Source: an optimization exercise on an open RTL-to-GDS flow (aim: small area, a short achievable clock period and few clock cycles). Production flows keep margins and buffers that such runs may drop.
In this exercise RTL edits were held to simulation tests only and were not proved equivalent to the original.
No activity file was given, so power comes from the tool's default toggle rates.

== run 1 ==
// lep_crc16
module lep_crc16 (
    input  wire        clk,
    input  wire        rst,
    input  wire        host_req,
    input  wire        host_we,
    input  wire [11:0] host_addr,
    input  wire [31:0] host_wdata,
    output wire [31:0] host_rdata,
    output wire        host_ready,
    output wire        mem_re,
    output wire        mem_we,
    output wire [9:0]  mem_addr,
    output reg  [3:0]  mem_be,
    output wire [31:0] mem_wdata,
    input  wire [31:0] mem_rdata
);
    localparam [9:0] R_CMD        = 10'h000;
    localparam [9:0] R_STATUS     = 10'h001;
    localparam [9:0] R_CTRL       = 10'h002;
    localparam [9:0] R_SRC_ADDR   = 10'h003;
    localparam [9:0] R_SRC_LEN    = 10'h004;
    localparam [9:0] R_DST_ADDR   = 10'h005;
    localparam [9:0] R_DST_CAP    = 10'h006;
    localparam [9:0] R_OUT_LEN    = 10'h007;
    localparam [9:0] R_CRC_CFG    = 10'h008;
    localparam [9:0] R_CRC_STATE  = 10'h009;
    localparam [9:0] R_CRC_RESULT = 10'h00A;
    localparam [2:0] OP_NOP     = 3'd0;
    localparam [2:0] OP_INIT    = 3'd1;
    localparam [2:0] OP_UPDATE  = 3'd2;
    localparam [2:0] OP_BYTE    = 3'd3;
    localparam [2:0] OP_COMPUTE = 3'd4;
    localparam [2:0] OP_STORE   = 3'd5;
    localparam [2:0] OP_VERIFY  = 3'd6;
    localparam [2:0] OP_DNP3    = 3'd7;
    localparam [3:0] E_OK        = 4'd0;
    localparam [3:0] E_INV_ARG   = 4'd2;
    localparam [3:0] E_BUF_SMALL = 4'd4;
    localparam [3:0] E_NOT_SUPP  = 4'd5;
    localparam [3:0] E_CHECKSUM  = 4'd8;
    localparam [3:0] E_OOB       = 4'd10;
    function [15:0] s8_0(input [15:0] x);
        begin
            s8_0[0] = ^{x[0], x[1], x[2], x[3], x[4], x[5], x[6], x[7], x[8]};
            s8_0[1] = x[9];
            s8_0[2] = x[10];
            s8_0[3] = x[11];
            s8_0[4] = x[12];
  ...
For scale: about 2,800 cells after synthesis, about 160 I/O pins, ~24,000 um2 of cells after synthesis.
clock: 8.0 ns
lec_check: 0
cap_margin: 20
core_margin: 2
core_utilization: 55
cts_buf_list: sky130_fd_sc_hd__clkbuf_4 sky130_fd_sc_hd__clkbuf_8
place_density: 0.7
setup_slack_margin: 3.3
slew_margin: 20
run.sh (not shown) runs the stock make flow with config.mk's settings and CLKGATE_MAP_FILE= SYNTH_SCRIPT=/design/flow/synth_recipe.tcl, a recipe that flattens the netlist after the stock synthesis.
Testbench counts of run 1, summed over its fixed seeds: cycles 71,064.
Inputs modified between run 1 and run 2:
- a deleted CTS_BUF_LIST that had been sky130_fd_sc_hd__clkbuf_4 sky130_fd_sc_hd__clkbuf_8
- a change of SETUP_SLACK_MARGIN from 3.3 to 3.4
- a change of PLACE_DENSITY from 0.7 to 0.6
- a change of CORE_UTILIZATION from 55 to 40
Findings:
- On combined flip-flop and latch cell area, run 1 and run 2 are neck and neck.
- Compared run 2 vs run 1, and final layout net count is up in run 2.
- Going from run 1 to run 2, global-route met2 utilization shrinks by 17 points.
- Run 2 ended up with met5 as its highest metal layer with signal wires; run 1 ended up with met4.
- Run 1 and run 2 ended up with nearly the same worst hold slack.
- Between run 1 and run 2, the flip-flop and latch count figures differ only marginally.
- reg2out as the kind of critical path was reported by run 1, and reg2reg by run 2.
- [diff] final period demand of the worst path, run 2 relative to run 1: improvement
Modified inputs, run 3 compared to run 2
- changing PLACE_DENSITY from 0.6 to 0.8
- changing CORE_UTILIZATION from 40 to 65
- setting CTS_BUF_LIST to sky130_fd_sc_hd__clkbuf_4 sky130_fd_sc_hd__clkbuf_8 for the first time
==> notes.md <==
- Run 3 went all the way through the flow, and no timing, DRC or antenna check failed.
- Final core utilization (run 3 over run 2): increase, 29 points
- In the reports for run 2 and run 3, the larger peak ir drop on the vdd network belongs to run 2.
- Re fmax: run 2 was lower than run 3.
- Die extent in x: run 3 < run 2
- In run 3, the overall die area came out 24,000 um2 below the value in run 2.
- Run 3 ends up with a worst path buffer plus inverter count that is 3 higher than in run 2.
diff inputs: run 3 => run 4
- PLACE_DENSITY: 0.8 -> 0.6
- ABC_CLOCK_PERIOD_IN_PS: unset -> 4500
- CORE_UTILIZATION: 65 -> 40
- CTS_BUF_LIST: sky130_fd_sc_hd__clkbuf_4 sky130_fd_sc_hd__clkbuf_8 -> unset
--- outcome ---
- The critical path start-end classification comes out in2out in one run and reg2reg in the other, namely in run 3 and run 4 respectively.
- Summary of run 4 over run 3: depth of the critical timing path with buffers and inverters included saw an increase, first-iteration DRC count saw a decrease.
- From run 3 to run 4 the numbers moved as follows: post-route standard cell area excluding fillers now larger, count of buffer and inverter cells on the critical path now smaller, via count of the first global-routing pass now smaller, slew at the pin closest to its max-slew limit now smaller.
#### Input delta (run 5 over run 4)
- an added CTS_BUF_LIST of sky130_fd_sc_hd__clkbuf_4 sky130_fd_sc_hd__clkbuf_8
- a change of PLACE_DENSITY from 0.6 to 0.7
- a change of CORE_UTILIZATION from 40 to 55
- a deleted ABC_CLOCK_PERIOD_IN_PS that had been 4500
## What came out
For the critical path depth in cells, run 5 came in 12 lower than run 4 did.
Diff run 5..run 4 | sequential cell count | unchanged
Against run 4, run 5 comes in 28 lower on setup fix buffers added after clock tree synthesis.
Detailed-route vias per instance was higher in the run labelled run 5.
Run 5 ends up with a worst slack after detailed placement that is 380 ps lower than in run 4.
met1 usage up 4.3 points in run 5 wrt run 4
In the final reports, the cell area of run 5 is smaller than that of run 4.
Against run 4, run 5 comes in about 20% lower on routed length on met1.

* * *

Another version of the RTL of lep_crc16 (not shown whole).
For scale: about 2800 cells after synthesis, roughly 330 flip-flops, about 160 I/O pins, roughly 24000 um^2 of cells after synthesis.
==> flow/design.v (excerpt) <==
module lep_crc16 (
    input  wire        clk,
    input  wire        rst,
    input  wire        host_req,
    input  wire        host_we,
    input  wire [11:0] host_addr,
    input  wire [31:0] host_wdata,
    output reg  [31:0] host_rdata,
    output wire        host_ready,
    output wire        mem_re,
    output wire        mem_we,
    output wire [9:0]  mem_addr,
    output reg  [3:0]  mem_be,
    output wire [31:0] mem_wdata,
    input  wire [31:0] mem_rdata
);
make LEC_CHECK=0 CAP_MARGIN=20 CORE_MARGIN=2 CORE_UTILIZATION=40 PLACE_DENSITY=0.6 SLEW_MARGIN=20 finish   # period 8.0 ns
Testbench counts at the start, summed over its fixed seeds: cycles 70,843.
Next try:
Settings changed: SETUP_SLACK_MARGIN set to 3.0.
Outcome: The changed run went through all stages and came out clean; global-route usage goes up by 0.25 points; cell count goes up slightly; die area does not change; sequential share of layout area goes down by 1.3 points; setup slack improves by 1400 ps; wire length goes up by a few percent; core utilization goes up by 2.1 points; total power goes up by a few percent; hold slack improves by 4.0 ps; cell area goes up by a few percent.
Next try:
Settings changed: ABC_CLOCK_PERIOD_IN_PS set to 4500, SETUP_SLACK_MARGIN 3.0 to 3.5.
Cell area came out higher by 5.6%.
Die area does not change.
Worst hold slack degrades by 5.1 ps.
Combinational power came out higher by about 7%.
Maximum frequency came out higher by 1.5%.
Clock skew came out higher by 15 ps.
Worst setup slack improves by 73 ps.
Via count came out higher by 0.96%.

* * *

Setup of build 70:
RTL: one of the versions met above, not the one the previous note started from.
For scale: about 2800 cells after synthesis, about 160 I/O pins, ~24000 µm² of cells after synthesis.
Settings: LEC_CHECK=0, CAP_MARGIN=20, CORE_MARGIN=2, CORE_UTILIZATION=55, CTS_BUF_LIST=sky130_fd_sc_hd__clkbuf_4 sky130_fd_sc_hd__clkbuf_8, PLACE_DENSITY=0.7, SETUP_SLACK_MARGIN=3.6, SLEW_MARGIN=20; clock period 8.0 ns.
Having completed the whole flow, build 70 delivered a layout that passed the timing, design-rule and antenna checks.
Testbench counts of build 70, summed over its fixed seeds: cycles 71,064.
The following lists how build 42 was set up differently from build 70:
- CTS_BUF_LIST now sky130_fd_sc_hd__clkbuf_8, was sky130_fd_sc_hd__clkbuf_4 sky130_fd_sc_hd__clkbuf_8
- SETUP_SLACK_MARGIN now 3.4, was 3.6
Findings:
From build 70 to build 42, number of top-level pins did not move at all.
Diff build 70 -> build 42: fraction of area in multi-input gates increased by 1.3 points relative to the old numbers, global-route wire length before repair moved down, average wire length per cell after detail routing saw a decrease.
Input-level comparison between build 98 and build 42:
- CTS_BUF_LIST no longer set, was sky130_fd_sc_hd__clkbuf_8
- SETUP_SLACK_MARGIN now 3.0, was 3.4
- PLACE_DENSITY now 0.6, was 0.7
- CORE_UTILIZATION now 40, was 55
Findings:
Compared with build 42, build 98 ends up with less cell area.
The global-route wire length before repair number comes out lower for build 42 vs build 98.
Build 42 → build 98: final clock period utilization by the worst path grew by 4.4 points; reported leakage power went down about 6%; total of plain and repair buffers excluding clock buffers shows a reduction of 67; maximum operating frequency dropped 7.0%.
Met2 track demand over resource, build 42 and build 98: higher on build 42
From build 42 to build 98 the numbers moved as follows: hold slack shrank by 4.6 ps, overall die width grew by about 17%.
Total instance count after detailed placement in build 98 is 208 higher than in build 42
w_crc[8] as the startpoint of the worst setup timing path was reported by build 42, and host_addr[10] by build 98.
Build 98 ended up with in2out as its startpoint-to-endpoint class of the critical path; build 42 ended up with reg2reg.
The multi-input gate count of build 42 and that of build 98 are within noise of each other.
Changes in build 36 relative to build 98:
- PLACE_DENSITY now 0.7, was 0.6
- CAP_MARGIN now 5, was 20
- SETUP_SLACK_MARGIN now 3.4, was 3.0
- SLEW_MARGIN now 5, was 20
- CTS_BUF_LIST now sky130_fd_sc_hd__clkbuf_4 sky130_fd_sc_hd__clkbuf_8, previously not set
- CORE_UTILIZATION now 55, was 40
[summary]
| full die area | lower: build 36 |
Comparing clock latency reported for the late side of the worst-skew pair for build 36 and build 98, the smaller number came from build 98.
On adder and majority cell fraction of the synthesized area, build 36 and build 98 are neck and neck.
Changes observed in build 36 relative to build 98: count of multi-input combinational gates closely matched the old numbers; average via count per standard cell went up by 0.39.
A launching instance or port of the critical path of host_addr[10] is what build 98 shows, while xbad belongs to build 36.
Relative to build 98, overall routing resource usage increased by 9.8 points in build 36.
Utilization after layout in build 36 is 19 points above build 98.

[static timing again, ports no longer ideal]
The flow's constraints put no driver on any port. The routed layouts listed below were extracted and timed again, unchanged, in two steps. Step 1 sets driving cells, clkbuf_16 on the clock port and buf_2 on the other inputs (assumed; they add their load-dependent delay and slew). Step 2 also shifts input and output timing later by t, the mid clock arrival at the registers, as if the neighbouring blocks saw the same clock. Three values: ideal ports, drivers, drivers and shift; two values: the first two.
run	t, ns	setup WS [ns]	hold slack, ns	worst data-port slew with drivers (ns)
run 1	0.738	3.248 / 3.191 / 2.870	0.473 / 0.473 / 0.473	0.08
run 2	0.637	3.364 / 3.256 / 3.006	0.470 / 0.470 / 0.470	0.18
run 3	0.712	3.381 / 3.328 / 2.724	0.468 / 0.468 / 0.468	0.06
run 4	0.637	3.364 / 3.256 / 3.006	0.470 / 0.470 / 0.470	0.18
run 5	0.717	3.328 / 3.268 / 2.865	0.477 / 0.477 / 0.477	0.09
the first run of note 2	0.623	1.462 / 1.442 / 1.442	0.470 / 0.470 / 0.470	0.05
the second run of note 2	0.625	2.894 / 2.862 / 2.862	0.474 / 0.474 / 0.474	0.06
the third run of note 2	0.616	2.967 / 2.929 / 2.929	0.469 / 0.469 / 0.469	0.05
build 70	0.732	3.354 / 3.323 / 3.117	0.472 / 0.472 / 0.472	0.08
build 42	0.716	3.340 / 3.286 / 2.850	0.477 / 0.477 / 0.477	0.09
build 98	0.643	2.988 / 2.968 / 2.661	0.472 / 0.472 / 0.472	0.11
build 36	0.700	3.259 / 3.197 / 2.985	0.476 / 0.476 / 0.476	0.14
After both steps every run listed still meets setup and hold. For run 3, which loses most, drivers alone change the setup slack by -0.053 ns; drivers and shift together by -0.657 ns.
